What follows belongs to an exercise in optimizing a design on an open flow for a short achievable clock period and few clock cycles; a production flow would make more cautious choices. Only simulation tests tie the RTL to the original design; equivalence was not proved. No activity file was given, so power comes from the tool's default toggle rates.

**flow/flow/run.sh**
```bash
#!/bin/bash
# Layout: the standard flow (standard.sh, unchanged synthesis and steps), with the
# ports buffered by sky130_fd_sc_hd__buf_4 instead of the delay-cell buffer that
# buffer_ports picks by default. The make output goes to standard.log; each ORFS step
# keeps its own log under orfs/logs.
set -euo pipefail
export BUFFER_PORTS_ARGS="-buffer_cell sky130_fd_sc_hd__buf_4"
bash standard.sh > standard.log 2>&1
```
**flow/standard.sh**
```bash
#!/bin/bash
# synth_recipe.tcl (not shown) runs the flow's synth.tcl, then flattens the netlist and writes it again
# the make line also repeats each setting of config.mk as NAME=value (left out here)
make -C /OpenROAD-flow-scripts/flow DESIGN_CONFIG=/design/flow/config.mk WORK_HOME=/design/flow/orfs CLKGATE_MAP_FILE= SYNTH_SCRIPT=/design/flow/synth_recipe.tcl "${@:-finish}"
```
**flow/config.mk**
```make
export PLATFORM = sky130hd
export DESIGN_NAME = vm20_core
export DESIGN_NICKNAME = vm20_core
export VERILOG_FILES = /design/flow/design.v
export SDC_FILE = /design/flow/constraint.sdc
export NUM_CORES = 4
export LEC_CHECK = 0
export CAP_MARGIN = 20
export CORE_MARGIN = 2
export CORE_UTILIZATION = 40
export SETUP_SLACK_MARGIN = 2.9
export SLEW_MARGIN = 20
export TNS_END_PERCENT = 100
```
**flow/constraint.sdc**
```tcl
create_clock -name core_clock -period 8.0 [get_ports {clk}]
set_input_delay 1.6000 -clock core_clock [delete_from_list [all_inputs] [get_ports {clk}]]
set_output_delay 1.6000 -clock core_clock [all_outputs]
set_load 0.01 [all_outputs]
```
**flow/design.v**
```verilog
module vm20_core (
    input  wire        clk,
    input  wire        rst,           
    input  wire [7:0]  exec_start,    
    output reg         mem_req,
    output reg         mem_we,
    output reg  [7:0]  mem_addr,
    output reg  [19:0] mem_wdata,
    input  wire        mem_ready,
    input  wire [19:0] mem_rdata,
    input  wire        in_valid,
    input  wire [7:0]  in_data,
    input  wire        in_eof,
    input  wire        in_err,
    output reg         in_take,
    output reg         out_valid,
    output reg         out_kind,      
    output reg  [19:0] out_data,
    input  wire        out_ready,
    input  wire        out_err,
    output wire [2:0]  status,
    output wire [7:0]  pc,
    output wire [19:0] r0,
    output wire [19:0] r1,
    output wire [19:0] r2,
    output wire [19:0] r3
);
    localparam [2:0] ST_RUNNING = 3'd0, ST_HALTED = 3'd1, ST_EOI = 3'd2,
                     ST_ILLIO   = 3'd3, ST_LIMIT  = 3'd4;
    localparam [3:0] OP_LD = 4'd0,  OP_LDI = 4'd1, OP_ST  = 4'd2,  OP_ADD = 4'd3,
                     OP_SUB = 4'd4, OP_MUL = 4'd5, OP_DIV = 4'd6,  OP_OR  = 4'd7,
                     OP_AND = 4'd8, OP_SHL = 4'd9, OP_SHR = 4'd10, OP_IO  = 4'd11,
                     OP_BR  = 4'd12, OP_BRZ = 4'd13, OP_BRN = 4'd14, OP_BRS = 4'd15;
    localparam [7:0] INSTR_LIMIT = 8'd200;
    localparam integer I_EXEC = 0,
                       I_MW   = 1,
                       I_MUL  = 2,
                       I_DIVN = 3,
                       I_DIV  = 4,
                       I_DIVF = 5,
                       I_OUT  = 6,
                       I_IN   = 7,
                       I_INST = 8,
                       I_MULF = 9,
                       I_DIVS = 10,
                       I_DONE = 11,
                       I_INF  = 12;
    localparam [12:0] E_EXEC = 13'd1 << I_EXEC,
                      E_MW   = 13'd1 << I_MW  ,
                      E_MUL  = 13'd1 << I_MUL ,
                      E_DIVN = 13'd1 << I_DIVN,
                      E_DIV  = 13'd1 << I_DIV ,
                      E_DIVF = 13'd1 << I_DIVF,
                      E_OUT  = 13'd1 << I_OUT ,
                      E_IN   = 13'd1 << I_IN  ,
                      E_INST = 13'd1 << I_INST,
                      E_MULF = 13'd1 << I_MULF,
                      E_DIVS = 13'd1 << I_DIVS,
                      E_DONE = 13'd1 << I_DONE,
                      E_INF  = 13'd1 << I_INF ;
    localparam NC = 8;                 
    reg [19:0] regs [0:3];
    reg [7:0]  pc_q;         
    reg [7:0]  count;
    reg [2:0]  status_q;
    reg [12:0] est;
    reg [19:0] ir;
    reg        ir_v;
    reg        ir_nop;       
    reg        ir_bt;        
    reg [7:0]  ir_btt;       
    reg        pb_bt;
    reg [7:0]  pb_btt;
    reg        if_bt;        
    reg [7:0]  if_btt;       
    localparam NB = 4;
    reg        bt_v   [0:NB-1];
    reg [7:0]  bt_pc  [0:NB-1];
    reg [7:0]  bt_tgt [0:NB-1];
    reg [1:0]  bt_ptr;
    reg [19:0] ir_sx;        
    reg        ir_sxv;
    reg        ir_rz;        
    reg        ir_rzv;       
    reg [7:0]  ir_hv;        
    reg        ir_hit;       
    reg        ir_aok;       
    reg        lr_q;         
    reg [19:0] pb;
    reg        pb_v;
    reg        if_v;
    reg [7:0]  fa;           
    reg        c_v   [0:NC-1];
    reg [7:0]  c_tag [0:NC-1];
    reg [19:0] c_val [0:NC-1];
    reg [2:0]  c_ptr;        
    reg [19:0] opnd;         
    reg        io_ok;        
    reg [19:0] md_a;         
    reg [19:0] md_b;         
    reg [19:0] md_acc;       
    reg [19:0] md_rem;       
    reg [4:0]  md_cnt;
    reg        md_neg;
    reg [19:0] md_ta;        
    reg [19:0] md_tb;
    reg        tok_started;
    reg        tok_neg;
    reg        tok_digit;
    reg        tok_bad;
    reg        tok_ovf;
    reg [23:0] tok_mag;      
    reg [19:0] tok_w;        
    reg        tok_pend;     
    reg [3:0]  tok_d;
    assign status = status_q;
    assign pc     = pc_q;
    assign r0     = regs[0];
    assign r1     = regs[1];
    assign r2     = regs[2];
    assign r3     = regs[3];
    function [19:0] ksadd;
        input [19:0] x;
        input [19:0] z;
        input        cin;
        reg   [19:0] g, p, gn, pn;
        integer i, d;
        begin
            g = x & z;
            p = x ^ z;
            g[0] = g[0] | (p[0] & cin);
            for (d = 1; d < 20; d = d * 2) begin
                gn = g;
                pn = p;
                for (i = 0; i < 20; i = i + 1)
                    if (i >= d) begin
                        gn[i] = g[i] | (p[i] & g[i-d]);
                        pn[i] = p[i] & p[i-d];
                    end
                g = gn;
                p = pn;
            end
            ksadd = (x ^ z) ^ {g[18:0], cin};
        end
    endfunction
    function [20:0] ksaddc;
        input [19:0] x;
        input [19:0] z;
        input        cin;
        reg   [19:0] g, p, gn, pn;
        integer i, d;
        begin
            g = x & z;
            p = x ^ z;
            g[0] = g[0] | (p[0] & cin);
            for (d = 1; d < 20; d = d * 2) begin
                gn = g;
                pn = p;
                for (i = 0; i < 20; i = i + 1)
                    if (i >= d) begin
                        gn[i] = g[i] | (p[i] & g[i-d]);
                        pn[i] = p[i] & p[i-d];
                    end
                g = gn;
                p = pn;
            end
            ksaddc = {g[19], (x ^ z) ^ {g[18:0], cin}};
        end
    endfunction
    wire [3:0] op     = ir[19:16];
    wire [1:0] rf     = ir[15:14];
    wire [1:0] xf     = ir[13:12];
    wire [7:0] sf     = ir[7:0];
    wire       is_nop = ir_nop;
    wire       x0     = (xf == 2'd0);
    wire [19:0] rval = regs[rf];
    wire [19:0] xval = regs[xf];
    wire [19:0] xv   = x0 ? 20'd0 : xval;
    wire        rzf  = (rval == 20'd0);
    wire [19:0] sx    = ir_sx;
    wire [7:0]  sx8   = ir_sx[7:0];
    wire addr_ok = ir_aok;           
    wire jump_ok = ir_sx[19] || (ir_sx[18:8] == 11'd0);
    wire shamt_ok = addr_ok && (sx8[7:5] == 3'd0) && (sx8[4:0] <= 5'd19);
    reg  [7:0] pc1_q;        
    wire [7:0] pc1 = pc1_q;
    wire [8:0]  rel8   = {1'b0, pc1} + {1'b0, ir_sx[7:0]};
    wire [7:0]  rel_t  = rel8[7:0];
    wire        rel_ok = ir_sx[19] || (rel8[8] ? (ir_sx[18:8] == 11'h7FF)
                                               : (ir_sx[18:8] == 11'd0));
    wire ir_ok   = ir_v && !lr_q;
    wire ir_go   = ir_ok && (x0 || ir_sxv);
    wire ex      = est[I_EXEC] && ir_go && !is_nop;
    wire k_memrd = (op == OP_LD) || (op == OP_ADD) || (op == OP_SUB) || (op == OP_MUL) ||
                   (op == OP_DIV) || (op == OP_OR) || (op == OP_AND) ||
                   (op == OP_IO && rf == 2'd2);
    wire k_jpt   = (op == OP_BR && rf[0]) || (op == OP_BRS) || (op == OP_BRZ);
    wire k_jump  = k_jpt || (op == OP_BRN);
    reg  [19:0]   c_hval;
    integer ci;
    always @(*) begin
        c_hval = 20'd0;
        for (ci = 0; ci < NC; ci = ci + 1)
            if (ir_hv[ci]) c_hval = c_hval | c_val[ci];
    end
    wire c_hit = ir_hit;
    reg j_taken;
    always @(*) begin
        case (op)
            OP_BRZ:  j_taken = rzf && jump_ok;
            OP_BRN:  j_taken = rval[19] && jump_ok;
            OP_BR:   j_taken = (rf == 2'd2) ? rel_ok : jump_ok;
            default: j_taken = jump_ok;
        endcase
    end
    wire [7:0] j_tgt = (op == OP_BR && rf == 2'd2) ? rel_t : sx8;
    wire [19:0] shl_res = rval << sx8[4:0];
    wire [19:0] shr_res = $signed(rval) >>> sx8[4:0];
    wire        from_mem = est[I_MW];
    wire [19:0] mopnd    = from_mem ? mem_rdata : c_hval;
    wire        mop_z   = (mopnd == 20'd0);
    wire        md_z    = (op == OP_MUL) ? (rzf || mop_z) : mop_z;
    wire        alu_sub = (op == OP_SUB);
    wire [19:0] alu_b   = alu_sub ? ~mopnd : mopnd;
    wire [19:0] alu_sum = ksadd(rval, alu_b, alu_sub);
    wire        alu_as  = (op == OP_ADD) || (op == OP_SUB);
    wire [19:0] alu_lg  = (op == OP_OR)  ? (rval | mopnd) :
                          (op == OP_AND) ? (rval & mopnd) : mopnd;
    wire [19:0] alu_res = alu_as ? alu_sum : alu_lg;
    wire [19:0] mul_p0  = md_b[0] ? md_a               : 20'd0;
    wire [19:0] mul_p1  = md_b[1] ? {md_a[18:0], 1'b0} : 20'd0;
    wire [19:0] mul_p2  = md_b[2] ? {md_a[17:0], 2'b0} : 20'd0;
    wire [19:0] mul_p3  = md_b[3] ? {md_a[16:0], 3'b0} : 20'd0;
    wire [19:0] mul_s1  = md_acc ^ md_rem ^ mul_p0;
    wire [19:0] mul_c1  = {((md_acc & md_rem) | (md_acc & mul_p0) | (md_rem & mul_p0)), 1'b0};
    wire [19:0] mul_s2  = mul_p1 ^ mul_p2 ^ mul_p3;
    wire [19:0] mul_c2  = {((mul_p1 & mul_p2) | (mul_p1 & mul_p3) | (mul_p2 & mul_p3)), 1'b0};
    wire [19:0] mul_s3  = mul_s1 ^ mul_c1 ^ mul_s2;
    wire [19:0] mul_c3  = {((mul_s1 & mul_c1) | (mul_s1 & mul_s2) | (mul_c1 & mul_s2)), 1'b0};
    wire [19:0] mul_s4  = mul_s3 ^ mul_c3 ^ mul_c2;
    wire [19:0] mul_c4  = {((mul_s3 & mul_c3) | (mul_s3 & mul_c2) | (mul_c3 & mul_c2)), 1'b0};
    wire [19:0] mul_acc = ksadd(md_acc, md_rem, 1'b0);
    wire        mul_last = (md_b[19:4] == 16'd0);
    function [19:0] smear;
        input [19:0] v;
        reg   [19:0] t;
        begin
            t = v;
            t = t | (t >> 1);
            t = t | (t >> 2);
            t = t | (t >> 4);
            t = t | (t >> 8);
            t = t | (t >> 16);
            smear = t;
        end
    endfunction
    function [4:0] tlen;
        input [19:0] t;
        reg   [19:0] h;
        integer k;
        begin
            h = t & ~(t >> 1);
            tlen = 5'd0;
            for (k = 0; k < 20; k = k + 1)
                tlen = tlen | (h[k] ? (k[4:0] + 5'd1) : 5'd0);
        end
    endfunction
    wire [19:0] div_ta   = md_ta;
    wire [19:0] div_tb   = md_tb;
    wire [4:0]  div_la   = tlen(div_ta);
    wire [4:0]  div_lb   = tlen(div_tb);
    wire        div_triv = |(div_tb & ~div_ta);
    wire [4:0]  div_n    = div_la - div_lb + 5'd1;
    wire [19:0] div_rem0 = md_a >> md_cnt;
    wire [19:0] div_a0   = md_a << (5'd20 - md_cnt);
    wire [19:0] div_sh   = {md_rem[18:0], md_a[19]};
    wire [20:0] div_dc   = ksaddc(div_sh, ~md_b, 1'b1);
    wire [19:0] div_diff = div_dc[19:0];
    wire        div_take = div_dc[20];
    wire [19:0] div_q    = {md_acc[18:0], div_take};
    wire [19:0] rmag = ksadd(rval[19] ? ~rval : rval, 20'd0, rval[19]);
    wire [19:0] mmag = ksadd(mopnd[19] ? ~mopnd : mopnd, 20'd0, mopnd[19]);
    wire        in_sep   = (in_data <= 8'd32) || (in_data >= 8'd127 && in_data <= 8'd160);
    wire        in_digit = (in_data >= 8'h30) && (in_data <= 8'h39);
    wire [23:0] tok_a    = {tok_mag[20:0], 3'b0};
    wire [23:0] tok_b    = {tok_mag[22:0], 1'b0};
    wire [23:0] tok_c    = {20'd0, tok_d};
    wire [23:0] tok_s    = tok_a ^ tok_b ^ tok_c;
    wire [23:0] tok_k    = {((tok_a & tok_b) | (tok_a & tok_c) | (tok_b & tok_c)), 1'b0};
    wire [20:0] tok_lo   = ksaddc(tok_s[19:0], tok_k[19:0], 1'b0);
    wire [3:0]  tok_hi   = tok_s[23:20] + tok_k[23:20] + {3'd0, tok_lo[20]};
    wire [23:0] tok_next = {tok_hi, tok_lo[19:0]};
    wire        tok_big  = (tok_mag > 24'd524288);
    wire        tok_ok   = !tok_bad && tok_digit && !tok_ovf &&
                           (tok_neg ? !tok_big : (tok_mag <= 24'd524287));
    wire [19:0] tok_val  = tok_neg ? (20'd0 - tok_mag[19:0]) : tok_mag[19:0];
    wire e_rd   = ex && k_memrd && !c_hit;               
    wire e_st   = ex && (op == OP_ST) && addr_ok;        
    wire e_we   = e_st || (est[I_INST] && io_ok);
    wire e_port = e_rd || e_we;
    wire [7:0] e_addr = sx8;
    reg tk_fast;
    always @(*) begin
        case (op)
            OP_BRN:  tk_fast = rval[19] && jump_ok;
            OP_BRZ:  tk_fast = !ir_rzv || (ir_rz && jump_ok);
            default: tk_fast = jump_ok;
        endcase
    end
    wire follow0 = x0 && k_jpt;
    wire pred_t  = follow0 || ir_bt;           
    wire fast_rd = ex && k_jump && (tk_fast != pred_t);
    wire [7:0] fast_tgt = tk_fast ? sx8 : pc1;
    reg e_done;              
    always @(*) begin
        e_done = 1'b0;
        case (1'b1)
            est[I_EXEC]: if (ir_go) begin
                if (is_nop) e_done = 1'b1;
                else case (op)
                    OP_LD, OP_ADD, OP_SUB, OP_OR, OP_AND:
                        e_done = c_hit || (!x0 && !addr_ok);
                    OP_MUL, OP_DIV:
                        e_done = (!x0 && !addr_ok) || (c_hit && md_z);
                    OP_ST:
                        e_done = !addr_ok || mem_ready;
                    OP_IO:
                        case (rf)
                            2'd0: e_done = 1'b0;
                            2'd1: e_done = in_valid || in_eof || in_err;
                            2'd2: e_done = !addr_ok || (c_hit && out_ready);
                            2'd3: e_done = out_ready;
                        endcase
                    default: e_done = 1'b1;    
                endcase
            end
            est[I_MW]:   e_done = (op == OP_IO) ? out_ready :
                             (((op != OP_MUL) && (op != OP_DIV)) || md_z);
            est[I_MUL]:  e_done = 1'b0;
            est[I_MULF]: e_done = 1'b1;
            est[I_DIVN]: e_done = !md_tb[0] || div_triv;
            est[I_DIV]:  e_done = (md_cnt == 5'd1) && !md_neg;
            est[I_DIVF]: e_done = 1'b1;
            est[I_OUT]:  e_done = out_ready;
            est[I_IN]:   e_done = in_err || (in_eof && !tok_started);
            est[I_INST]: e_done = !io_ok || mem_ready;
            default: ;
        endcase
    end
    wire is_j      = ex && (k_jump || (op == OP_BR && rf == 2'd2));
    wire j_go      = is_j && j_taken;
    wire [7:0] npc = j_go ? j_tgt : pc1;
    wire [7:0] npc1 = j_go ? (j_tgt + 8'd1) : (pc1 + 8'd1);    
    wire j_follow  = k_jump ? tk_fast : pred_t;
    wire [7:0] j_fadr = (follow0 || (k_jump && !pred_t)) ? sx8 : ir_btt;
    wire late_rd   = is_j && ((j_taken != j_follow) ||
                              (j_taken && j_fadr != j_tgt));
    wire bt_upd    = is_j && !follow0;
    reg  [NB-1:0] bt_mv;                       
    integer bj;
    always @(*)
        for (bj = 0; bj < NB; bj = bj + 1)
            bt_mv[bj] = bt_v[bj] && (bt_pc[bj] == pc_q);
    wire st_hazard = e_we && mem_ready && (e_addr == pc1);
    wire flush     = fast_rd || lr_q || st_hazard;
    wire [1:0] q_tot   = {1'b0, ir_v} + {1'b0, pb_v} + {1'b0, if_v};
    wire       q_room  = flush || (q_tot <= 2'd1) || (q_tot == 2'd2 && e_done);
    wire       running = (status_q == ST_RUNNING);
    wire       f_ok    = running && !e_port && q_room;
    wire [19:0] aw     = mem_rdata;
    wire        a_pred = if_v && !lr_q && (aw[11:8] == 4'd0) && (aw[13:12] == 2'd0) &&
                         ((aw[19:16] == OP_BR && aw[14]) || (aw[19:16] == OP_BRS) ||
                          (aw[19:16] == OP_BRZ));
    wire        a_jbt  = (aw[11:8] == 4'd0) &&
                         ((aw[19:16] == OP_BRN) || (aw[19:16] == OP_BR && aw[15:14] == 2'd2) ||
                          ((aw[13:12] != 2'd0) &&
                           ((aw[19:16] == OP_BR && aw[14]) || (aw[19:16] == OP_BRS) ||
                            (aw[19:16] == OP_BRZ))));
    wire        b_pred = if_v && !lr_q && if_bt && a_jbt;
    wire        f_own  = !e_port && !fast_rd;
    wire [7:0]  a_tgt  = a_pred ? aw[7:0] : if_btt;
    wire [7:0]  b_addr = e_port ? e_addr : (fast_rd ? fast_tgt : fa);
    wire [7:0]  f_addr = (a_pred && f_own) ? aw[7:0] :
                         (b_pred && f_own) ? if_btt : b_addr;
    wire        f_acc  = f_ok && mem_ready;
    reg        bt_hit;
    reg [7:0]  bt_hitt;
    integer bi;
    always @(*) begin
        bt_hit  = 1'b0;
        bt_hitt = 8'd0;
        for (bi = 0; bi < NB; bi = bi + 1)
            if (bt_v[bi] && bt_pc[bi] == f_addr) begin
                bt_hit  = 1'b1;
                bt_hitt = bt_hitt | bt_tgt[bi];
            end
    end
    always @(*) begin
        mem_req   = running;
        mem_we    = e_we;
        mem_addr  = f_addr;
        mem_wdata = est[I_INST] ? tok_w : rval;
    end
    always @(*) begin
        in_take   = 1'b0;
        out_valid = 1'b0;
        out_kind  = 1'b0;
        out_data  = opnd;
        if (ex && op == OP_IO && rf == 2'd1)
            in_take = in_valid;
        if (est[I_IN])
            in_take = in_valid && (!in_sep || !tok_started);
        if (ex && op == OP_IO && rf == 2'd3) begin
            out_valid = 1'b1;
            out_kind  = 1'b1;
            out_data  = {12'd0, xval[19:12]};
        end
        if (ex && op == OP_IO && rf == 2'd2 && c_hit) begin
            out_valid = 1'b1;
            out_data  = c_hval;
        end
        if (est[I_MW] && op == OP_IO) begin
            out_valid = 1'b1;
            out_data  = mem_rdata;
        end
        if (est[I_OUT])
            out_valid = 1'b1;
    end
    reg        rw_en;
    reg [1:0]  rw_idx;
    reg [19:0] rw_oth;       
    wire       rw_alu = (est[I_EXEC] || est[I_MW]) &&
                        ((op == OP_LD) || (op == OP_ADD) || (op == OP_SUB) ||
                         (op == OP_OR) || (op == OP_AND));
    wire [19:0] rw_val = rw_alu ? alu_res : rw_oth;
    always @(*) begin
        rw_en  = 1'b0;
        rw_idx = rf;
        rw_oth = 20'd0;
        case (1'b1)
            est[I_EXEC]: if (ex) case (op)
                OP_LD, OP_ADD, OP_SUB, OP_OR, OP_AND:
                    rw_en = c_hit;
                OP_MUL: begin
                    rw_en  = c_hit && md_z;
                    rw_oth = 20'd0;
                end
                OP_LDI: begin
                    rw_en  = 1'b1;
                    rw_oth = sx;
                end
                OP_SHL: begin
                    rw_en  = shamt_ok;
                    rw_oth = shl_res;
                end
                OP_SHR: begin
                    rw_en  = shamt_ok;
                    rw_oth = shr_res;
                end
                OP_BRS: begin
                    rw_en  = 1'b1;
                    rw_oth = {12'd0, pc1};
                end
                OP_IO: if (rf == 2'd1) begin
                    rw_en  = in_valid && !in_err && !in_eof;
                    rw_idx = xf;
                    rw_oth = {xval[19:8], in_data};
                end
                default: ;
            endcase
            est[I_MW]: begin
                rw_en = (op != OP_MUL) && (op != OP_DIV) && (op != OP_IO);
                if (op == OP_MUL) begin
                    rw_en  = md_z;
                    rw_oth = 20'd0;
                end
            end
            est[I_MULF]: begin
                rw_en  = 1'b1;
                rw_oth = mul_acc;
            end
            est[I_DIVN]: begin
                rw_en  = md_tb[0] && div_triv;
                rw_oth = 20'd0;
            end
            est[I_DIV]: begin
                rw_en  = (md_cnt == 5'd1) && !md_neg;
                rw_oth = div_q;
            end
            est[I_DIVF]: begin
                rw_en  = 1'b1;
                rw_oth = 20'd0 - md_acc;
            end
            default: ;
        endcase
    end
    wire        fw_sp  = ir_v && !is_nop && ((op == OP_LDI) || (op == OP_BRS));
    wire        fw_en  = ex && fw_sp;
    wire [19:0] fw_val = (op == OP_LDI) ? sx : {12'd0, pc1};
    function [19:0] calc_sx;
        input [19:0] w;
        input        fwd;
        begin
            calc_sx = ksadd({12'd0, w[7:0]},
                            (w[13:12] == 2'd0) ? 20'd0 :
                            (fwd && fw_sp && rf == w[13:12]) ? fw_val : regs[w[13:12]], 1'b0);
        end
    endfunction
    function sx_fresh;
        input [19:0] w;
        input        fwd;
        begin
            sx_fresh = fwd ? !(rw_en && (rw_idx == w[13:12]) && !fw_en) &&
                             !(fw_sp && !fw_en && (rf == w[13:12]))
                           : !(rw_en && (rw_idx == w[13:12]));
        end
    endfunction
    function calc_rz;
        input [19:0] w;
        input        fwd;
        begin
            calc_rz = (((fwd && fw_sp && rf == w[15:14]) ? fw_val : regs[w[15:14]]) == 20'd0);
        end
    endfunction
    function rz_fresh;
        input [19:0] w;
        input        fwd;
        begin
            rz_fresh = fwd ? !(rw_en && (rw_idx == w[15:14]) && !fw_en) &&
                             !(fw_sp && !fw_en && (rf == w[15:14]))
                           : !(rw_en && (rw_idx == w[15:14]));
        end
    endfunction
    wire [19:0] sx_of_ir  = calc_sx(ir, 1'b0);
    wire [19:0] sx_of_pb  = calc_sx(pb, 1'b1);
    wire [19:0] sx_of_mem = calc_sx(mem_rdata, 1'b1);
    wire        c_wr   = (e_we && mem_ready) || from_mem;
    wire [7:0]  c_wtag = sx8;
    wire [19:0] c_wval = from_mem ? mem_rdata : mem_wdata;
    wire [NC-1:0] c_whv = ir_hv;
    wire        c_alloc = c_wr && !(|c_whv);
    function [8:0] calc_a8;             
        input [19:0] w;
        input        fwd;
        reg   [19:0] xr;
        reg   [8:0]  t;
        begin
            xr = (w[13:12] == 2'd0) ? 20'd0 :
                 (fwd && fw_sp && rf == w[13:12]) ? fw_val : regs[w[13:12]];
            t  = {1'b0, w[7:0]} + {1'b0, xr[7:0]};
            calc_a8 = {t[8] ? (xr[19:8] == 12'hFFF) : (xr[19:8] == 12'd0), t[7:0]};
        end
    endfunction
    function [NC-1:0] calc_hv;
        input [8:0] a;
        integer k;
        begin
            for (k = 0; k < NC; k = k + 1)
                calc_hv[k] = a[8] &&
                             ((c_alloc && c_ptr == k) ? (c_wtag == a[7:0])
                                                      : (c_v[k] && c_tag[k] == a[7:0]));
        end
    endfunction
    wire [8:0]    a8_of_ir  = calc_a8(ir, 1'b0);
    wire [8:0]    a8_of_pb  = calc_a8(pb, 1'b1);
    wire [8:0]    a8_of_mem = calc_a8(mem_rdata, 1'b1);
    wire [NC-1:0] hv_of_ir  = calc_hv(a8_of_ir);
    wire [NC-1:0] hv_of_pb  = calc_hv(a8_of_pb);
    wire [NC-1:0] hv_of_mem = calc_hv(a8_of_mem);
    always @(posedge clk) begin
        if (rst) begin
            regs[0]  <= 20'd0;
            regs[1]  <= 20'd0;
            regs[2]  <= 20'd0;
            regs[3]  <= 20'd0;
            pc_q     <= exec_start;
            pc1_q    <= exec_start + 8'd1;
            fa       <= exec_start;
            count    <= 8'd0;
            status_q <= ST_RUNNING;
            est      <= E_EXEC;
            ir_v     <= 1'b0;
            pb_v     <= 1'b0;
            if_v     <= 1'b0;
            lr_q     <= 1'b0;
            for (ci = 0; ci < NC; ci = ci + 1)
                c_v[ci] <= 1'b0;
            c_ptr    <= 3'd0;
            for (bi = 0; bi < NB; bi = bi + 1)
                bt_v[bi] <= 1'b0;
            bt_ptr   <= 2'd0;
            if_bt    <= 1'b0;
        end else begin
            if (rw_en)
                regs[rw_idx] <= rw_val;
            if_v   <= f_acc;
            if_bt  <= bt_hit;
            if_btt <= bt_hitt;
            lr_q <= late_rd;
            if (late_rd)
                fa <= npc;
            else if (f_acc)
                fa <= f_addr + 8'd1;
            else if (st_hazard)
                fa <= pc1;
            else if (fast_rd)
                fa <= fast_tgt;
            else if (a_pred || b_pred)
                fa <= a_tgt;
            if (flush) begin
                ir_v <= 1'b0;
                pb_v <= 1'b0;
            end else if (e_done || !ir_ok) begin
                if (pb_v) begin
                    ir_sx  <= sx_of_pb;
                    ir_hv  <= hv_of_pb;
                    ir_hit <= |hv_of_pb;
                    ir_aok <= a8_of_pb[8];
                    ir_sxv <= sx_fresh(pb, 1'b1);
                    ir_rz  <= calc_rz(pb, 1'b1);
                    ir_rzv <= rz_fresh(pb, 1'b1);
                    ir    <= pb;
                    ir_bt  <= pb_bt;
                    ir_btt <= pb_btt;
                    ir_nop <= (pb[11:8] != 4'd0);
                    ir_v  <= 1'b1;
                    pb    <= mem_rdata;
                    pb_bt  <= b_pred;
                    pb_btt <= if_btt;
                    pb_v  <= if_v;
                end else begin
                    ir_sx  <= sx_of_mem;
                    ir_hv  <= hv_of_mem;
                    ir_hit <= |hv_of_mem;
                    ir_aok <= a8_of_mem[8];
                    ir_sxv <= sx_fresh(mem_rdata, 1'b1);
                    ir_rz  <= calc_rz(mem_rdata, 1'b1);
                    ir_rzv <= rz_fresh(mem_rdata, 1'b1);
                    ir    <= mem_rdata;
                    ir_bt  <= b_pred;
                    ir_btt <= if_btt;
                    ir_nop <= (mem_rdata[11:8] != 4'd0);
                    ir_v  <= if_v;
                end
            end else begin
                ir_sx  <= sx_of_ir;
                ir_hv  <= hv_of_ir;
                ir_hit <= |hv_of_ir;
                ir_aok <= a8_of_ir[8];
                ir_sxv <= sx_fresh(ir, 1'b0);
                ir_rz  <= calc_rz(ir, 1'b0);
                ir_rzv <= rz_fresh(ir, 1'b0);
                if (if_v) begin
                    pb    <= mem_rdata;
                    pb_bt  <= b_pred;
                    pb_btt <= if_btt;
                    pb_v  <= 1'b1;
                end
            end
            if (bt_upd) begin
                for (bi = 0; bi < NB; bi = bi + 1)
                    if (bt_mv[bi]) begin
                        bt_v[bi]   <= j_taken;
                        bt_tgt[bi] <= j_tgt;
                    end
                if (!(|bt_mv) && j_taken) begin
                    bt_v[bt_ptr]   <= 1'b1;
                    bt_pc[bt_ptr]  <= pc_q;
                    bt_tgt[bt_ptr] <= j_tgt;
                    bt_ptr         <= bt_ptr + 2'd1;
                end
            end
            if (c_wr) begin
                if (|c_whv) begin
                    for (ci = 0; ci < NC; ci = ci + 1)
                        if (c_whv[ci]) c_val[ci] <= c_wval;
                end else begin
                    c_v[c_ptr]   <= 1'b1;
                    c_tag[c_ptr] <= c_wtag;
                    c_val[c_ptr] <= c_wval;
                    c_ptr        <= c_ptr + 3'd1;
                end
            end
            if (e_done) begin
                pc_q  <= npc;
                pc1_q <= npc1;
                count <= count + 8'd1;
                est   <= E_EXEC;
                if (count == INSTR_LIMIT - 8'd1) begin
                    status_q <= ST_LIMIT;
                    est      <= E_DONE;
                end
            end
            case (1'b1)
                est[I_EXEC]: if (ex) begin
                    case (op)
                        OP_LD, OP_ADD, OP_SUB, OP_OR, OP_AND, OP_MUL, OP_DIV:
                            if (c_hit) begin
                                if ((op == OP_MUL || op == OP_DIV) && !md_z) begin
                                    md_a   <= (op == OP_MUL) ? rval : rmag;
                                    md_b   <= (op == OP_MUL) ? c_hval : mmag;
                                    md_ta  <= smear(rmag);
                                    md_tb  <= smear(mmag);
                                    md_acc <= 20'd0;
                                    md_rem <= 20'd0;
                                    md_neg <= rval[19] ^ c_hval[19];
                                    est    <= (op == OP_MUL) ? E_MUL : E_DIVN;
                                end
                            end else if (mem_ready && (x0 || addr_ok)) begin
                                est <= E_MW;
                            end
                        OP_IO:
                            case (rf)
                                2'd0: begin
                                    tok_started <= 1'b0;
                                    tok_neg     <= 1'b0;
                                    tok_digit   <= 1'b0;
                                    tok_bad     <= 1'b0;
                                    tok_ovf     <= 1'b0;
                                    tok_mag     <= 24'd0;
                                    tok_pend    <= 1'b0;
                                    io_ok       <= addr_ok;
                                    est         <= E_IN;
                                end
                                2'd1:
                                    if (in_err) begin
                                        status_q <= ST_ILLIO;
                                        est      <= E_DONE;
                                    end else if (in_eof) begin
                                        status_q <= ST_EOI;
                                        est      <= E_DONE;
                                    end
                                2'd2:
                                    if (c_hit) begin
                                        if (out_ready && out_err) begin
                                            status_q <= ST_ILLIO;
                                            est      <= E_DONE;
                                        end
                                    end else if (mem_ready && (x0 || addr_ok)) begin
                                        est <= E_MW;
                                    end
                                2'd3:
                                    if (out_ready && out_err) begin
                                        status_q <= ST_ILLIO;
                                        est      <= E_DONE;
                                    end
                            endcase
                        OP_BR:
                            if (rf == 2'd0) begin
                                status_q <= ST_HALTED;
                                est      <= E_DONE;
                            end
                        default: ;
                    endcase
                end
                est[I_MW]: begin
                    case (op)
                        OP_MUL: if (!md_z) begin
                            md_a   <= rval;
                            md_b   <= mem_rdata;
                            md_acc <= 20'd0;
                            md_rem <= 20'd0;
                            est    <= E_MUL;
                        end
                        OP_DIV: if (!md_z) begin
                            md_a   <= rmag;
                            md_b   <= mmag;
                            md_ta  <= smear(rmag);
                            md_tb  <= smear(mmag);
                            md_acc <= 20'd0;
                            md_rem <= 20'd0;
                            md_neg <= rval[19] ^ mem_rdata[19];
                            est    <= E_DIVN;
                        end
                        OP_IO:
                            if (!out_ready) begin
                                opnd <= mem_rdata;
                                est  <= E_OUT;
                            end else if (out_err) begin
                                status_q <= ST_ILLIO;
                                est      <= E_DONE;
                            end
                        default: ;
                    endcase
                end
                est[I_MUL]: begin
                    if (mul_last) est <= E_MULF;
                    md_acc <= mul_s4;
                    md_rem <= mul_c4;
                    md_a   <= {md_a[15:0], 4'd0};
                    md_b   <= {4'd0, md_b[19:4]};
                end
                est[I_DIVN]:
                    if (md_tb[0] && !div_triv) begin
                        md_cnt <= div_n;
                        est    <= E_DIVS;
                    end
                est[I_DIVS]: begin
                    md_rem <= div_rem0;
                    md_a   <= div_a0;
                    est    <= E_DIV;
                end
                est[I_DIV]: begin
                    md_rem <= div_take ? div_diff[19:0] : div_sh;
                    md_acc <= div_q;
                    md_a   <= {md_a[18:0], 1'b0};
                    md_cnt <= md_cnt - 5'd1;
                    if (md_cnt == 5'd1 && md_neg) est <= E_DIVF;
                end
                est[I_OUT]:
                    if (out_ready && out_err) begin
                        status_q <= ST_ILLIO;
                        est      <= E_DONE;
                    end
                est[I_INF]: begin
                    io_ok <= io_ok && tok_ok;
                    tok_w <= tok_val;
                    est   <= E_INST;
                end
                est[I_IN]: begin
                    if (tok_big) tok_ovf <= 1'b1;
                    if (tok_pend) tok_mag <= tok_next;
                    tok_pend <= 1'b0;
                    if (in_err) begin
                        status_q <= ST_ILLIO;
                        est      <= E_DONE;
                    end else if (in_eof) begin
                        if (!tok_started) begin
                            status_q <= ST_EOI;
                            est      <= E_DONE;
                        end else
                            est <= E_INF;
                    end else if (in_valid) begin
                        if (in_sep) begin
                            if (tok_started)
                                est <= E_INF;
                        end else begin
                            tok_started <= 1'b1;
                            if (!tok_started && (in_data == 8'h2B || in_data == 8'h2D)) begin
                                tok_neg <= (in_data == 8'h2D);
                            end else if (in_digit) begin
                                tok_digit <= 1'b1;
                                tok_pend  <= 1'b1;
                                tok_d     <= in_data[3:0];
                            end else begin
                                tok_bad <= 1'b1;
                            end
                        end
                    end
                end
                default: ;
            endcase
        end
    end
endmodule
```
==> impl_metrics.ini, run 1 <==
[clocking]
cts_root_buffer = clkbuf_16
clock_path_buffers = 3
cts_tree = yes
cts_buffers = 86
htreeDepth = 3
cts.sinks = 742
insertion_delay_ns = 0.75
clk_pin_slew_ns = 0.07

[pwr]
pwr-share-seq_pct = 37.9
p_leak_nw = 23.9
power_switching_share_pct = 33.9
ir_worst_vdd_mv = 0.204
p_clk_share_pct = 34.5
p_comb_share_pct = 27.6
power.switching_mw = 4.06
p_int_mw = 7.92
powerDensity_nw_per_um2 = 181

[grt]
grt.overflow.total = 0
antenna_found_initial = 9
grt_pass1_wl_um = 357000
grt_max_degree = 67
grt_usage_pct = 33.4
grt_pass1_vias = 49200

[routing]
viasPerCell = 6.50
routed_wl_um = 252000
vias = 52600
initialDrtViolationCount = 7647
drc_errors = 0
antenna_left = 0
drt_pass1_iterations = 10
wire_per_inst_um = 31.1

[flow_run]
maxCapViolations = 0

[worst_setup_path]
timing.reg2reg.setup_slack_ns = 2.88
reg2reg_to = bt_tgt[0][7]$_DFFE_PP_
cp.arrival_ns = 3.53
end_kind = primary output
worst-setup-path-type = reg2out
crit_path_start_kind = register
rr_worst_depth = 11
cp.required_ns = 6.40
r2r-start = regs[3][1]$_DFFE_PP_
path_max_fanout = 11

[yosys]
muxShareOfSynthArea_pct = 8.39
synth_enable_flop_cells = 689
synth_compound_area_share_pct = 18.1
synth_cells = 5912
synthSimpleGateAreaFrac_pct = 16.1
synth_adder_area_share_pct = 6.48
ys.warnings.count = 1
synth_top_family_by_area = compound AO/OA/AOI/OAI gates
synthesis.area_per_instance_um2 = 9.64
synth.distinct_cells = 113
synth_seq_cells = 742
syn-num-nets = 6202
synthFlopType = edfxtp_1
ys_async_sr_fraction_pct = 0
synth-seq-area-share_pct = 38.2
synth_xor_area_share_pct = 8.61
syn_area_um2 = 57000

[min_path]
whs_path_depth = 2
hold_end = count[7]$_SDFFE_PP0P_
hp-class = reg2reg
min_from = count[7]$_SDFFE_PP0P_

[final_layout]
drive_above_1_share_pct = 17.0
area_growth_pct = 16.5
fin_nets = 6425
layout_commonest_cell = edfxtp_1
final_cell_mix = edfxtp_1, nor2_1, buf_4
fin_util_pct = 46.9

[floorplan]
fp-row-count = 138
core_area_um2 = 141000
die_w_um = 381
io_pins = 188
dieArea_um2 = 145000
die_y_um = 381
start_util_pct = 40.3

[sta]
rsz0062_at_grt = true
worst_pin_slew_ns = 1.17
timing.final.crit_share_pct = 64.2
fmax_mhz = 195
fin_skew_ns = 0.0399
maxSlewHeadroom_pct = 21.4
setup_viol = 0
fin_setup_tns_ns = 0
hold_violations = 0
slew_violations = 0
min_period_ns = 5.13

[place]
gp_congestion = 1.06
port_buffers = 187
dp_hpwl_um = 187000

[status]
status = no timing/DRC/antenna violations
-- cell type report --
| class | count | area [um^2] |
|---|---|---|
| Antenna cell | 5 | 12.5 |
| Inverter | 248 | 943 |
| Sequential cell | 742 | 21800 |
| Fill cell | 13200 | 75100 |
| Timing Repair Buffer | 503 | 4210 |
| Clock buffer | 103 | 2260 |
| Multi-Input combinational cell | 4554 | 34100 |
| Tap cell | 1890 | 2360 |
| Clock inverter | 52 | 669 |
-- per-stage QoR --
stage	setup slack, ns	power [mW]	hold slack (ns)	instances	cell area (um^2)
after CTS	2.82	11.8	0.495	8029	65200
final	2.87	12.0	0.506	8097	66400
after global routing	2.84	12.3	0.510	8094	66300
after detailed placement	1.12	7.59	0.486	7799	60900
after global placement	1.14	7.57	0.468	7798	60900
after floorplan	2.09	6.46	0.449	5912	57200
-- cells in the mapped netlist, types with 16 or more instances --
| cell | n | area (um^2) |
|---|---|---|
| o21ai_0 | 309 | 1550 |
| o22ai_1 | 47 | 294 |
| inv_1 | 243 | 912 |
| xor2_1 | 179 | 1570 |
| buf_1 | 58 | 218 |
| mux2i_1 | 169 | 1690 |
| fa_1 | 82 | 1640 |
| and2_1 | 117 | 732 |
| edfxtp_1 | 689 | 20700 |
| o211ai_1 | 66 | 495 |
| o21bai_1 | 16 | 120 |
| dfxtp_1 | 53 | 1060 |
| nor2_1 | 600 | 2250 |
| a31oi_1 | 56 | 350 |
| nor4_1 | 83 | 519 |
| mux2_2 | 79 | 890 |
| xnor2_1 | 356 | 3120 |
| o31ai_1 | 33 | 248 |
| a222oi_1 | 33 | 330 |
| o21ai_1 | 19 | 95.1 |
| nand3_1 | 126 | 631 |
| a21oi_1 | 338 | 1690 |
| mux4_2 | 97 | 2180 |
| o221ai_1 | 31 | 272 |
| a211oi_1 | 78 | 586 |
| nand2b_1 | 65 | 407 |
| ha_1 | 164 | 2050 |
| clkbuf_1 | 281 | 1050 |
| a221oi_1 | 46 | 403 |
| or4_1 | 20 | 150 |
| or3_1 | 32 | 200 |
| buf_2 | 18 | 90.1 |
| o21a_1 | 53 | 398 |
| a21o_1 | 70 | 526 |
| nor2b_1 | 44 | 275 |
| a22oi_1 | 121 | 908 |
| nor3_1 | 114 | 571 |
| and3_1 | 46 | 288 |
| nand2_1 | 445 | 1670 |
| nand4_1 | 96 | 601 |
| and4_1 | 19 | 166 |
| o2111ai_1 | 23 | 201 |
-- how the worst max path moves through the flow --
stage                     depth (start not counted)  slack [ns]                from                         to
after global routing                             17        2.84       mem_rdata[12]         ir_hv[2]$_DFFE_PP_
after detailed placement                         17        1.12       mem_rdata[12]           ir_hit$_DFFE_PP_
final                                             6        2.87            register              mem_wdata[13]
after floorplan                                  19        2.09       mem_rdata[12]           ir_hit$_DFFE_PP_
after global placement                           17        1.14       mem_rdata[12]           ir_hit$_DFFE_PP_
after CTS                                        11        2.82  ir_hv[2]$_DFFE_PP_  regs[1][19]$_SDFFCE_PN0P_
-- power groups by stage --
stage	clock (mW)	sequential (mW)	combinational [mW]
after global routing	4.31	4.54	3.46
after detailed placement	0	4.62	2.96
after floorplan	0	4.55	1.91
final	4.14	4.54	3.31
after CTS	4.16	4.54	3.10
after global placement	0	4.62	2.94
-- worst max-delay path: stages (launching register included) --
cell and delay (ns):
dfxtp_4 0.40, buf_12 0.14, buf_4 0.16, mux4_2 0.62, clkinvlp_4 0.48, o21ai_0 0.74
buf_4 0.24
-- state kept, by name (all words and copies together), names as in the netlist, 12 cells and up, named ones only --
| name | cells |
|---|---|
| est | 12 |
| c_tag | 64 |
| bt_pc | 32 |
| md_rem | 20 |
| ir | 16 |
| pb | 20 |
| md_tb | 20 |
| opnd | 20 |
| c_val | 160 |
| regs | 80 |
| md_ta | 20 |
| md_a | 20 |
| md_acc | 20 |
| ir_sx | 20 |
| tok_w | 20 |
| md_b | 20 |
| bt_tgt | 32 |
| tok_mag | 24 |
-- per-layer routing --
layer	wire length [um]	track usage [%]	share of wire, %
met3	29700	8.93	12
met4	16200	18.4	6.4
met1	97200	43.7	39
met2	109000	50.2	43
met5	19	0	0.0075
-- kinds of logic after synthesis --
| family | after synthesis |
|---|---|
| AOI/OAI and AO/OA | 1530 |
| xor gates and xnor gates | 545 |
| adders and majority gates | 246 |
| buffers and inverters | 617 |
| DFF | 742 |
| muxes | 346 |
| and+or+nand+nor | 1886 |
-- what timing repair did --
action,4_1_cts,5_1_grt
hold buffers,0,0
pin swaps,33,31
endpoints found under the setup margin,342,196
gates cloned,2,2
resized for setup,143,103
setup buffers,73,58
Testbench counts, summed over its fixed seeds: cycles 66,500.
==> run 2: changes to the inputs <==
--- a/flow/config.mk
+++ b/flow/config.mk
@@ -7,7 +7,8 @@
 export LEC_CHECK = 0
 export CAP_MARGIN = 20
 export CORE_MARGIN = 2
-export CORE_UTILIZATION = 40
-export SETUP_SLACK_MARGIN = 2.9
+export CORE_UTILIZATION = 50
+export PLACE_DENSITY = 0.75
+export SETUP_SLACK_MARGIN = 3.0
 export SLEW_MARGIN = 20
-export TNS_END_PERCENT = 100
+export TNS_END_PERCENT = 30
==> impl_metrics.ini, run 2 <==
[sta]
fmax_mhz = 189
hold_violations = 0
setup_viol = 0
min_period_ns = 5.28
maxSlewHeadroom_pct = 13.7
slew_violations = 0
fin_setup_tns_ns = 0
rsz0062_at_grt = true
timing.final.crit_share_pct = 66.0
fin_skew_ns = 0.0569
worst_pin_slew_ns = 1.28

[clocking]
cts.sinks = 742
cts_tree = yes
cts_root_buffer = clkbuf_16
insertion_delay_ns = 0.74
clk_pin_slew_ns = 0.06
clock_path_buffers = 3
htreeDepth = 3
cts_buffers = 86
cts_hold_buf = 0

[grt]
grt_pass1_vias = 50200
grt.overflow.total = 0
grt_max_degree = 71
grt_usage_pct = 40.8
grt_pass1_wl_um = 349000
antenna_found_initial = 12

[worst_setup_path]
path_cells = buf_4 > bufbuf_16 > mux4_2 > inv_1 > o21ai_0 > buf_4
path_max_fanout = 11
slowest_delay_ns = 0.94
r2r-start = pc1_q[0]$_DFFE_PP_
critical_path.most_common_cell = buf_4
end_kind = primary output
cp.required_ns = 6.40
crit_path_start_kind = register
cp_slowest_cell = o21ai_0
worst-setup-path-type = reg2out
cp.arrival_ns = 3.68

[min_path]
hp-class = reg2reg
min_from = count[1]$_SDFFE_PP0P_

[yosys]
synth-seq-area-share_pct = 38.2
syn-num-nets = 6202
netlist.area_leader.share_pct = 36.3
synth_seq_cells = 742
synth_cells = 5912
ys_async_sr_fraction_pct = 0
synth_most_common_cell = edfxtp_1
synthFlopType = edfxtp_1
synthTopCellsByArea = edfxtp_1, xnor2_1, nor2_1
ys.warnings.count = 1
synthesis.area_per_instance_um2 = 9.64
yosys-top-cells-count = edfxtp_1, nor2_1, nand2_1
synth_enable_flop_cells = 689
synth_top_area_cell = edfxtp_1
syn_area_um2 = 57000
synth.distinct_cells = 113

[pwr]
p_leak_nw = 24.0
ir_worst_vdd_mv = 0.212
powerDensity_nw_per_um2 = 183
power.total_mw = 12.1

[routing]
vias = 53900
drt_pass1_iterations = 10
viasPerCell = 6.97
drc_errors = 0
antenna_left = 0
wire_per_inst_um = 31.8
routed_wl_um = 246000
initialDrtViolationCount = 8960

[final_layout]
layout_commonest_cell = edfxtp_1
stdcell_area_um2 = 66300
largest_reg_flops = 160
fin_util_pct = 58.8
top_register = c_val
reg.largest.list = c_val: 160 flops, regs: 80 flops, c_tag: 64 flops
final_cells = 7734
drive_above_1_share_pct = 17.9
fin_nets = 6444
final_cell_mix = edfxtp_1, nor2_1, buf_4
area_growth_pct = 16.3

[floorplan]
core_area_um2 = 113000
start_util_pct = 50.5
die_w_um = 342
io_pins = 188
dieArea_um2 = 117000
die_y_um = 342
fp-row-count = 123

[place]
port_buffers = 187
dp_hpwl_um = 177000
post_dp_cell_area_um2 = 60200
dp.cells = 7377
gp_congestion = 1.08

[flow_run]
maxCapViolations = 0

[status]
status = no timing/DRC/antenna violations
-- run 2: changes by cell type in the layout (fill, tap and decap cells not counted), sizes merged, moves of 2 or more --
cell	previous run	this run
diode	5	8
bufinv	9	11
clkbuf	103	101
clkinv	38	33
inv	247	252
clkinvlp	6	13
buf	501	516
o2111ai	24	26
-- run 2: critical path: cells and delay by family (launching register included) --
family,cells,cell delay (ns)
AOI/OAI and AO/OA,1,0.94
buffers and inverters,4,0.98
DFF,1,0.35
muxes,1,0.66
-- run 2: logic make-up (layout without fill, tap and decap cells) --
family | Yosys count | in the layout | share of synthesized area [%]
AND/OR/NAND/NOR | 1886 | 1886 | 16.1
AO/OA/AOI/OAI | 1530 | 1533 | 18.1
flip-flops | 742 | 742 | 38.2
buffers and inverters | 617 | 928 | 4.21
XOR/XNOR | 545 | 545 | 8.61
multiplexers | 346 | 346 | 8.39
adder cells (fa/ha/maj) | 246 | 246 | 6.48
other | 0 | 8 | 0
-- run 2: per-layer routing --
layer / share of wire (%) / track usage, % / vias up
met2: 42 / 60.2 / 4181
met3: 14 / 14.5 / 1108
met1: 35 / 50.3 / 26000
met4: 8.5 / 27.0 / 12
li1: - / - / 22700
met5: 0.033 / 0.204 / -
-- run 2: final timing paths --
| kind | to | slack, ns | depth (start not counted) |
|---|---|---|---|
| worst min register to register | count[1]$_SDFFE_PP0P_ | 0.49 | 2 |
| worst max register to register | pc1_q[6]$_DFFE_PP_ | 2.87 | 14 |
| worst max-delay path | mem_wdata[7] | 2.72 | 6 |
| worst min-delay path | count[1]$_SDFFE_PP0P_ | 0.49 | 2 |
-- run 2: power by group --
| part | internal [mW] | total [mW] | switching, mW |
|---|---|---|---|
| combinational | 1.21 | 3.32 | 2.11 |
| sequential | 4.39 | 4.56 | 0.170 |
| clock | 2.42 | 4.27 | 1.85 |
-- run 2: timing repair --
| action | 4_1_cts | 5_1_grt |
|---|---|---|
| setup endpoints to repair | 354 | 244 |
| cloned | 5 | 1 |
| pin swaps | 52 | 17 |
| gates resized for setup | 228 | 78 |
| setup buffers | 133 | 48 |
-- run 2: layout make-up --
class | count | area [um^2]
fillers | 9561 | 46500
clock buffers | 99 | 2240
inverters | 248 | 950
clock inverters | 61 | 777
multi-input cells | 4556 | 34400
repair buffers | 520 | 4280
diodes | 8 | 20.0
flip-flops and latches | 742 | 21800
well taps | 1500 | 1880
-- run 2: per-stage QoR --
stage | setup slack (ns) | hold slack, ns
2_1_floorplan | 2.28 | 0.449
3_5_place_dp | 1.30 | 0.477
4_1_cts | 2.82 | 0.485
3_3_place_gp | 1.34 | 0.467
5_1_grt | 2.83 | 0.516
6_report | 2.72 | 0.495
==> run 3: changes to the inputs <==
--- a/flow/design.v
+++ b/flow/design.v
@@ -82,6 +82,7 @@
     reg        ir_sxv;
     reg        ir_rz;        
     reg        ir_rzv;       
+    reg [19:0] ir_rv;        
     reg [7:0]  ir_hv;        
     reg        ir_hit;       
     reg        ir_aok;       
@@ -295,7 +296,7 @@
                            (tok_neg ? !tok_big : (tok_mag <= 24'd524287));
     wire [19:0] tok_val  = tok_neg ? (20'd0 - tok_mag[19:0]) : tok_mag[19:0];
     wire e_rd   = ex && k_memrd && !c_hit;               
-    wire e_st   = ex && (op == OP_ST) && addr_ok;        
+    wire e_st   = ex && (op == OP_ST) && addr_ok && ir_rzv;   
     wire e_we   = e_st || (est[I_INST] && io_ok);
     wire e_port = e_rd || e_we;
     wire [7:0] e_addr = sx8;
@@ -323,7 +324,7 @@
                     OP_MUL, OP_DIV:
                         e_done = (!x0 && !addr_ok) || (c_hit && md_z);
                     OP_ST:
-                        e_done = !addr_ok || mem_ready;
+                        e_done = !addr_ok || (ir_rzv && mem_ready);
                     OP_IO:
                         case (rf)
                             2'd0: e_done = 1'b0;
@@ -399,7 +400,7 @@
         mem_req   = running;
         mem_we    = e_we;
         mem_addr  = f_addr;
-        mem_wdata = est[I_INST] ? tok_w : rval;
+        mem_wdata = est[I_INST] ? tok_w : ir_rv;
     end
     always @(*) begin
         in_take   = 1'b0;
@@ -515,6 +516,13 @@
                            : !(rw_en && (rw_idx == w[13:12]));
         end
     endfunction
+    function [19:0] calc_rv;
+        input [19:0] w;
+        input        fwd;
+        begin
+            calc_rv = (fwd && fw_sp && rf == w[15:14]) ? fw_val : regs[w[15:14]];
+        end
+    endfunction
     function calc_rz;
         input [19:0] w;
         input        fwd;
@@ -618,6 +626,7 @@
                     ir_aok <= a8_of_pb[8];
                     ir_sxv <= sx_fresh(pb, 1'b1);
                     ir_rz  <= calc_rz(pb, 1'b1);
+                    ir_rv  <= calc_rv(pb, 1'b1);
                     ir_rzv <= rz_fresh(pb, 1'b1);
                     ir    <= pb;
                     ir_bt  <= pb_bt;
@@ -635,6 +644,7 @@
                     ir_aok <= a8_of_mem[8];
                     ir_sxv <= sx_fresh(mem_rdata, 1'b1);
                     ir_rz  <= calc_rz(mem_rdata, 1'b1);
+                    ir_rv  <= calc_rv(mem_rdata, 1'b1);
                     ir_rzv <= rz_fresh(mem_rdata, 1'b1);
                     ir    <= mem_rdata;
                     ir_bt  <= b_pred;
@@ -649,6 +659,7 @@
                 ir_aok <= a8_of_ir[8];
                 ir_sxv <= sx_fresh(ir, 1'b0);
                 ir_rz  <= calc_rz(ir, 1'b0);
+                ir_rv  <= calc_rv(ir, 1'b0);
                 ir_rzv <= rz_fresh(ir, 1'b0);
                 if (if_v) begin
                     pb    <= mem_rdata;
--- a/flow/config.mk
+++ b/flow/config.mk
@@ -7,8 +7,7 @@
 export LEC_CHECK = 0
 export CAP_MARGIN = 20
 export CORE_MARGIN = 2
-export CORE_UTILIZATION = 50
-export PLACE_DENSITY = 0.75
-export SETUP_SLACK_MARGIN = 3.0
+export CORE_UTILIZATION = 40
+export SETUP_SLACK_MARGIN = 2.9
 export SLEW_MARGIN = 20
-export TNS_END_PERCENT = 30
+export TNS_END_PERCENT = 100
==> impl_metrics.ini, run 3 <==
[yosys]
synthFlopType = edfxtp_1
synthTopCellsByArea = edfxtp_1, mux4_2, xnor2_1
ys.warnings.count = 1
syn-num-nets = 6641
synth.distinct_cells = 107
synth_enable_flop_cells = 709
synth_most_common_cell = edfxtp_1
synth_top_area_cell = edfxtp_1
synth_cells = 6352
yosys-top-cells-count = edfxtp_1, nor2_1, nand2_1
synth_seq_cells = 762
netlist.area_leader.share_pct = 34.9
synth-seq-area-share_pct = 36.6
ys_async_sr_fraction_pct = 0
syn_area_um2 = 61100
synthesis.area_per_instance_um2 = 9.61

[routing]
initialDrtViolationCount = 8866
antenna_left = 0
wire_per_inst_um = 32.8
viasPerCell = 6.68
vias = 57900
routed_wl_um = 284000
drc_errors = 0
drt_pass1_iterations = 9

[sta]
fin_setup_tns_ns = 0
rsz0062_at_grt = true
setup_ws_ns = 2.71
maxSlewHeadroom_pct = 19.5
setup_viol = 0
timing.final.crit_share_pct = 66.2
worst_pin_slew_ns = 1.19
hold_ws_ns = 0.476
slew_violations = 0
hold_violations = 0
min_period_ns = 5.29
fin_skew_ns = 0.0641
fmax_mhz = 189

[grt]
grt_usage_pct = 34.8
grt.overflow.total = 0
grt_pass1_vias = 53700
grt_pass1_wl_um = 396000
grt_max_degree = 63
antenna_found_initial = 23

[clocking]
cts_buffers = 90
insertion_delay_ns = 0.77
cts.sinks = 762
htreeDepth = 3
clock_path_buffers = 3
cts_hold_buf = 0
cts_tree = yes
cts_root_buffer = clkbuf_16
clk_pin_slew_ns = 0.06

[worst_setup_path]
path_buf_inv = 3
critical_path.most_common_cell = o21a_4
cp_slowest_cell = or4_4
worst-setup-path-type = in2out
cp.required_ns = 6.40
cp.arrival_ns = 3.69
slowest_delay_ns = 0.56
end_kind = primary output
crit_path_start_kind = input pin
path_cells = buf_16 > o41a_1 > o21a_4 > o221a_4 > or4_4 > o21a_4 > inv_4 > buf_6
path_max_fanout = 5
critPathTopFamily = compound AO/OA/AOI/OAI gates

[place]
port_buffers = 187
gp_congestion = 1.04
dp_slack_ns = 1.02
dp_hpwl_um = 208000

[final_layout]
top_register = c_val
reg.largest.list = c_val: 160 flops, regs: 80 flops, c_tag: 64 flops
fin_util_pct = 46.8
fillers = 14500
largest_reg_flops = 160
area_growth_pct = 16.3
drive_above_1_share_pct = 18.1
final_cell_mix = edfxtp_1, nand2_1, nor2_1
fin_nets = 6841
layout_commonest_cell = edfxtp_1

[floorplan]
core_area_um2 = 152000
io_pins = 188
die_w_um = 395
start_util_pct = 40.2
die_y_um = 395
dieArea_um2 = 156000
fp-row-count = 143

[pwr]
p_leak_nw = 25.5
ir_worst_vdd_mv = 0.193
powerDensity_nw_per_um2 = 181

[min_path]
hp-class = reg2reg

[flow_run]
maxCapViolations = 0

[status]
status = no timing/DRC/antenna violations
## run 3: final timing paths
check                                           start               endpoint  slack (ns)  depth (start not counted)
worst max-delay path                    mem_rdata[16]            mem_addr[0]        2.71                          8
worst min-delay path            count[1]$_SDFFE_PP0P_  count[1]$_SDFFE_PP0P_        0.48                          2
worst max register to register   regs[3][9]$_DFFE_PP_     ir_rv[0]$_DFFE_PP_        2.74                         10
worst min register to register  count[1]$_SDFFE_PP0P_  count[1]$_SDFFE_PP0P_        0.48                          2
## run 3: worst reg2reg max path, stage by stage, from the launching register on
cell      delay (ns)
edfxtp_1        0.68
mux4_2          0.73
or3_1           0.47
or3_4           0.37
nor4_1          0.55
a21oi_1         0.14
buf_4           0.23
nand3_2         0.47
buf_4           0.42
o211ai_1        0.40
o21ai_0         0.52
## run 3: through the flow
stage,power [mW],area [um^2],cells
floorplan,6.93,61400,6352
global placement,8.23,65100,8324
detailed placement,8.25,65100,8324
CTS,12.6,69700,8571
global route,13.2,71000,8656
finish,12.9,71000,8666
## run 3: cell families (layout without fill, tap and decap cells)
kind of cell | count (synthesis) | after routing | synth area share [%]
compound gates | 1683 | 1683 | 18.5
flops | 762 | 762 | 36.6
simple gates | 2011 | 2013 | 16.2
fa+ha+maj | 245 | 245 | 6.03
xor+xnor | 513 | 513 | 7.79
other cells | 0 | 10 | 0
mux | 441 | 442 | 10.5
buf+inv | 697 | 968 | 4.32
## run 3: layout make-up
type / count / area, um^2 / area share [%]
Antenna cell: 10 / 25.0 / 0.0352
Clock buffer: 114 / 2390 / 3.37
Clock inverter: 52 / 629 / 0.886
Inverter: 274 / 1040 / 1.46
Multi-Input combinational cell: 4896 / 37700 / 53.1
Sequential cell: 762 / 22400 / 31.5
Tap cell: 2030 / 2540 / 3.58
Timing Repair Buffer: 528 / 4330 / 6.09
## run 3: timing repair
action,4_1_cts,5_1_grt
cloned,3,7
pin swaps,29,32
resized for setup,199,118
setup buffers,78,76
setup endpoints to repair,365,203
## run 3: per-layer routing
layer | wire length [um] | part of all wire [%] | track usage [%] | up-vias
li1 | - | - | - | 24500
met1 | 107000 | 38 | 45.1 | 28400
met4 | 21600 | 7.6 | 21.9 | 18
met2 | 122000 | 43 | 51.8 | 4059
met5 | 107 | 0.038 | 0 | -
met3 | 33600 | 12 | 9.10 | 906
## run 3: where the power goes
part           leakage (nW)  internal (mW)  total, mW  switching (mW)
sequential             6.98           4.53       4.75           0.228
clock                  1.46           2.40       4.31            1.91
combinational          17.1           1.36       3.79            2.44
total                  25.5           8.29       12.9            4.57
Testbench counts of run 3, summed over its fixed seeds: cycles 66,570.

-- static timing again, ports no longer ideal --
Ports are ideal in the flow. The routed layouts listed here were re-timed in OpenROAD.
Step 1 sets driving cells, clkbuf_16 on the clock port and buf_2 on the other inputs (assumed; they add their load-dependent delay and slew).
Step 2, shift: input delay + t, output delay - t, t = (earliest + latest rising clock arrival at the registers) / 2. This alone moves slack from input paths to output paths.
a / b / c = ideal / step 1 / step 2; a / b = the first two.
run | t, ns | setup WS [ns] | latest minus earliest clock arrival (ns) | slew at the worst register clock pin (ns) | worst data-port slew with drivers (ns)
run 1 | 0.812 | 2.867 / 2.783 / 1.998 | 0.040 / 0.040 | 0.07 / 0.07 | 0.28
run 2 | 0.788 | 2.717 / 2.639 / 2.021 | 0.057 / 0.057 | 0.07 / 0.07 | 0.32
run 3 | 0.811 | 2.705 / 2.510 / 1.951 | 0.071 / 0.071 | 0.08 / 0.08 | 0.32
After both steps every run listed still meets setup and hold. For run 1, which loses most, drivers alone change the setup slack by -0.084 ns; drivers and shift together by -0.869 ns.
